This is an optimization exercise on Yosys and OpenROAD, whose aim is small area, a short achievable clock period and few clock cycles, not a production implementation.

## the previous run
// sdio_spi_engine
module sdio_spi_engine (
    input  wire        clk,
    input  wire        rst,             
    input  wire        op_valid,
    output wire        op_ready,
    input  wire [7:0]  op_sel,          
    input  wire [7:0]  op_index,
    input  wire [31:0] op_arg,
    input  wire [16:0] op_count,
    input  wire [9:0]  op_block_size,
    input  wire        op_mode,
    input  wire [1:0]  op_fn,
    input  wire [2:0]  op_width,
    output wire        res_valid,
    output wire [3:0]  res_code,
    output wire [7:0]  res_status,
    output wire [7:0]  res_stuff,
    output wire        ev_valid,
    output wire [2:0]  ev_kind,
    output reg  [7:0]  ev_tx,
    input  wire        ev_ready,
    input  wire [7:0]  ev_rx,
    input  wire        wd_valid,
    output wire        wd_ready,
    input  wire [7:0]  wd_data,
    output reg         rd_valid,
    output wire [7:0]  rd_data
);
    function [6:0] crc7_byte(input [6:0] acc, input [7:0] b);
        integer k;
        reg [6:0] r;
        reg fb;
        begin
            r = acc;
            for (k = 7; k >= 0; k = k - 1) begin
                fb = b[k] ^ r[6];
                r  = {r[5:0], 1'b0};
                if (fb) r = r ^ 7'h09;
            end
            crc7_byte = r;
        end
    endfunction
    function [15:0] crc16_byte(input [15:0] acc, input [7:0] b);
        integer k;
        reg [15:0] r;
        begin
            r = acc ^ {b, 8'h00};
            for (k = 0; k < 8; k = k + 1) begin
                if (r[15]) r = {r[14:0], 1'b0} ^ 16'h1021;
                else       r = {r[14:0], 1'b0};
            end
            crc16_byte = r;
        end
    endfunction
    localparam [5:0] S_CS1   = {3'd0, 3'd0},    
                     S_CS0   = {3'd0, 3'd1},    
                     S_CTX   = {3'd0, 3'd2},    
                     S_PTOK  = {3'd1, 3'd2},    
                     S_PDAT  = {3'd2, 3'd2},    
                     S_PCRC  = {3'd3, 3'd2},    
                     S_PSTOP = {3'd4, 3'd2},    
                     S_PLAST = {3'd5, 3'd2},    
  ...
For scale: ~940 cells after synthesis, ~86 flip-flops, ~7500 sq um of cells after synthesis.
Settings: LEC_CHECK=0, CAP_MARGIN=20, CORE_MARGIN=2, CORE_UTILIZATION=40, SETUP_SLACK_MARGIN=2.3, SLEW_MARGIN=20; clock period 5.0 ns.
standard.sh (not shown) runs the stock make flow with config.mk's settings and CLKGATE_MAP_FILE= SYNTH_SCRIPT=/design/flow/synth_recipe.tcl, a recipe that flattens the netlist after the stock synthesis.
==> flow/flow/run.sh <==
#!/bin/bash
# Layout flow: the standard ORFS flow, with the port buffers that
# buffer_ports inserts made from plain sky130_fd_sc_hd__buf_1 cells
# instead of the delay-buffer cell it picks by default. The make output
# of every step goes to standard.log; ORFS keeps each tool's own log
# under orfs/logs/.
set -euo pipefail
export BUFFER_PORTS_ARGS="-buffer_cell sky130_fd_sc_hd__buf_1"
bash standard.sh finish > standard.log 2>&1
Here is what was changed in the inputs of the current run compared with the previous run.
--- a/flow/design.v
+++ b/flow/design.v
@@ -66,17 +66,17 @@
                      S_GTOK  = {3'd3, 3'd3},    
                      S_GPAY  = {3'd4, 3'd3},    
                      S_GCRC  = {3'd5, 3'd3},    
                      S_DRT   = {3'd6, 3'd3},    
                      S_FIN   = {3'd7, 3'd3},    
                      S_CRIT1 = {3'd0, 3'd4},
                      S_CRIT0 = {3'd0, 3'd5},
                      S_IDLE  = {3'd0, 3'd6},
-                     S_PWAIT = {3'd1, 3'd6},    
+                     S_PWAIT = {3'd4, 3'd7},    
                      S_DONE  = {3'd0, 3'd7};    
     localparam [2:0] R_SUCCESS       = 3'd0,
                      R_UNSPECIFIED   = 3'd1,
                      R_NOT_READY     = 3'd2,
                      R_INV_RESP      = 3'd3,
                      R_INV_RESP_DATA = 3'd4,
                      R_INV_CRC       = 3'd5,
                      R_TIMEOUT       = 3'd6;
@@ -117,18 +117,18 @@
     wire [16:0] rem_dec = dec17(rem);
     wire [9:0]  cnt_inc = inc10(cnt);
     wire blk_last = (cnt == 10'h3FE);
     wire is63 = idx[1];
     wire is53 = idx[0] & ~idx[1];
     reg fault;
     assign ev_valid = ~(state[2] & state[1]) & ~fault;
     assign ev_kind  = state[2:0];
-    assign op_ready = (state == S_IDLE);
-    assign res_valid = (state == S_DONE);
+    assign op_ready = (state[2:0] == 3'd6);       
+    assign res_valid = (state[2:0] == 3'd7) & ~state[5];    
     assign res_code  = {fault, res};
     assign res_status = u[15:8];
     assign res_stuff  = ev_tx;     
     assign rd_data   = ev_tx;      
     assign wd_ready  = (state == S_PWAIT) |
                        (((state == S_PTOK) | (state == S_PDAT)) & ev_ready);
     wire [5:0] ix = op_index[5:0];
     wire idx_ok   = (op_index[7:6] == 2'b00) &&
@@ -180,22 +180,16 @@
                 S_PLAST: ev_tx <= crc16_nx[15:8];
                 S_PCRC:  ev_tx <= crc[7:0];
                 S_CRIT0: ev_tx <= 8'hFD;
                 default: ;
             endcase
         end
     end
     always @(posedge clk) begin
-        if (state == S_RDY || state == S_GTOK)
-            crc <= {6'b111111, ~((optype == T_PUT) & u[27]), 9'd0};
-        else if (ev_valid && ev_ready)
-            crc <= optype[1] ? crc16_nx : {crc[15:7], crc7_nx};
-    end
-    always @(posedge clk) begin
         rd_valid <= ~rst & (state == S_GPAY) & ev_ready;
         if (rst) begin
             state <= S_IDLE;
         end else begin
             case (state)
             S_IDLE: begin
                 if (op_valid) begin
                     res  <= R_SUCCESS;
@@ -232,30 +226,31 @@
                 end else if (optype == T_CMD && is63) begin
                     cnt   <= 10'd0;
                     state <= S_CTX;
                 end else begin
                     state <= S_RDY;
                 end
             end
             S_RDY: begin
-                if (ev_ready) begin
+                crc <= 16'h0000;                if (ev_ready) begin
                     if (rx_ff) begin
                         cnt   <= 10'd0;
                         state <= (optype == T_PUT) ? S_PTOK : S_CTX;
                     end else if (c_last199) begin
                         res   <= R_NOT_READY;
                         cnt   <= 10'd0;
                         state <= (optype == T_PUT) ? S_FIN : S_CS0;
                     end else begin
                         cnt <= cnt_inc;
                     end
                 end
             end
             S_CTX: if (ev_ready) begin
+                crc[6:0] <= crc7_nx;
                 cnt      <= cnt_inc;
                 if (c_last5) begin
                     cnt   <= 10'd0;
                     state <= S_RESP;
                 end
             end
             S_RESP: if (ev_ready) begin
                 u[15:8] <= ev_rx;
@@ -272,38 +267,41 @@
                 if (is_set && step != 2'd2 && res == R_SUCCESS) begin
                     step  <= step + 2'd1;
                     state <= S_CS1;
                 end else begin
                     state <= S_DONE;
                 end
             end
             S_GTOK: begin
+                crc <= 16'hFE00;
                 if (ev_ready) begin
                     cnt <= cnt_inc;
                     if (ev_rx == 8'hFE) begin
                         cnt   <= ~u[26:17];
                         state <= S_GPAY;
                     end else if (c_last199) begin
                         res   <= R_TIMEOUT;
                         state <= S_CS0;
                     end
                 end
             end
             S_GPAY: if (ev_ready) begin
+                crc     <= crc16_nx;
                 u[16:0] <= rem_dec;
                 rem1    <= (rem == 17'd2);
                 rem0    <= rem1;
                 cnt     <= cnt_inc;
                 if (blk_last || rem1) begin
                     cnt   <= 10'd0;
                     state <= S_GCRC;
                 end
             end
             S_GCRC: if (ev_ready) begin
+                crc   <= crc16_nx;
                 cnt   <= cnt_inc;
                 if (c_last1) begin
                     if ({ev_tx, ev_rx} != crc) begin
                         res   <= R_INV_CRC;
                         state <= S_CS0;
                     end else if (rem0) begin
                         state <= S_CS0;
                     end else begin
@@ -314,19 +312,21 @@
             end
             S_PTOK: if (ev_ready) begin
                 cnt <= ~u[26:17];
                 state <= !wd_valid ? S_PWAIT : (u[26:17] == 10'd1) ? S_PLAST : S_PDAT;
             end
             S_PWAIT: if (wd_valid) state <= blk_last ? S_PLAST : S_PDAT;
             S_PDAT: if (ev_ready) begin
                 cnt <= cnt_inc;
+                crc <= crc16_nx;
                 state <= !wd_valid ? S_PWAIT : (cnt == 10'h3FD) ? S_PLAST : S_PDAT;
             end
             S_PLAST: if (ev_ready) begin
+                crc   <= crc16_nx;
                 cnt   <= 10'd0;
                 state <= S_PCRC;
             end
             S_PCRC: if (ev_ready) begin
                 cnt   <= cnt_inc;
                 if (c_last1) state <= S_CRIT1;
             end
             S_CRIT1: if (ev_ready) begin
Results
[the current run vs the previous run] relative area change from synthesis to final layout: lower in the current run. Delta (the current run minus the previous run): number of buffers and inverters on the critical path shows a reduction of 1, global-route usage shows no meaningful change. From the previous run to the current run the numbers moved as follows: HPWL after detailed placement increased 500 microns; fraction of the mapped netlist area in adder cells essentially unchanged; final hold slack increased 0.024 ns. The current run: cell count lower than the previous run. Diff the previous run..the current run | number of vias per cell after detailed routing | negligible.
No functional check of the RTL was part of any run of this note.

-- what the ideal ports hide --
The results above use ideal ports. As a check the final layouts listed here were re-extracted and re-timed, cells and wires unchanged. Step 1 sets driving cells, clkbuf_16 on the clock port and buf_2 on the other inputs (assumed; they add their load-dependent delay and slew). Step 2 times the ports against the registers' clock, not the clock port: input delays grow and output delays shrink by t, the midpoint of the rising clock arrivals with the driver on. a / b / c = ideal / step 1 / step 2; a / b = the first two.
| run | t, ns | slack for setup (ns) | hold slack, ns |
|---|---|---|---|
| the previous run | 0.396 | 2.278 / 2.226 / 1.904 | 0.488 / 0.488 / 0.488 |
| the current run | 0.404 | 2.278 / 2.269 / 1.865 | 0.512 / 0.512 / 0.512 |
After both steps every run listed still meets setup and hold. For the current run, which loses most, drivers alone change the setup slack by -0.009 ns; drivers and shift together by -0.413 ns.
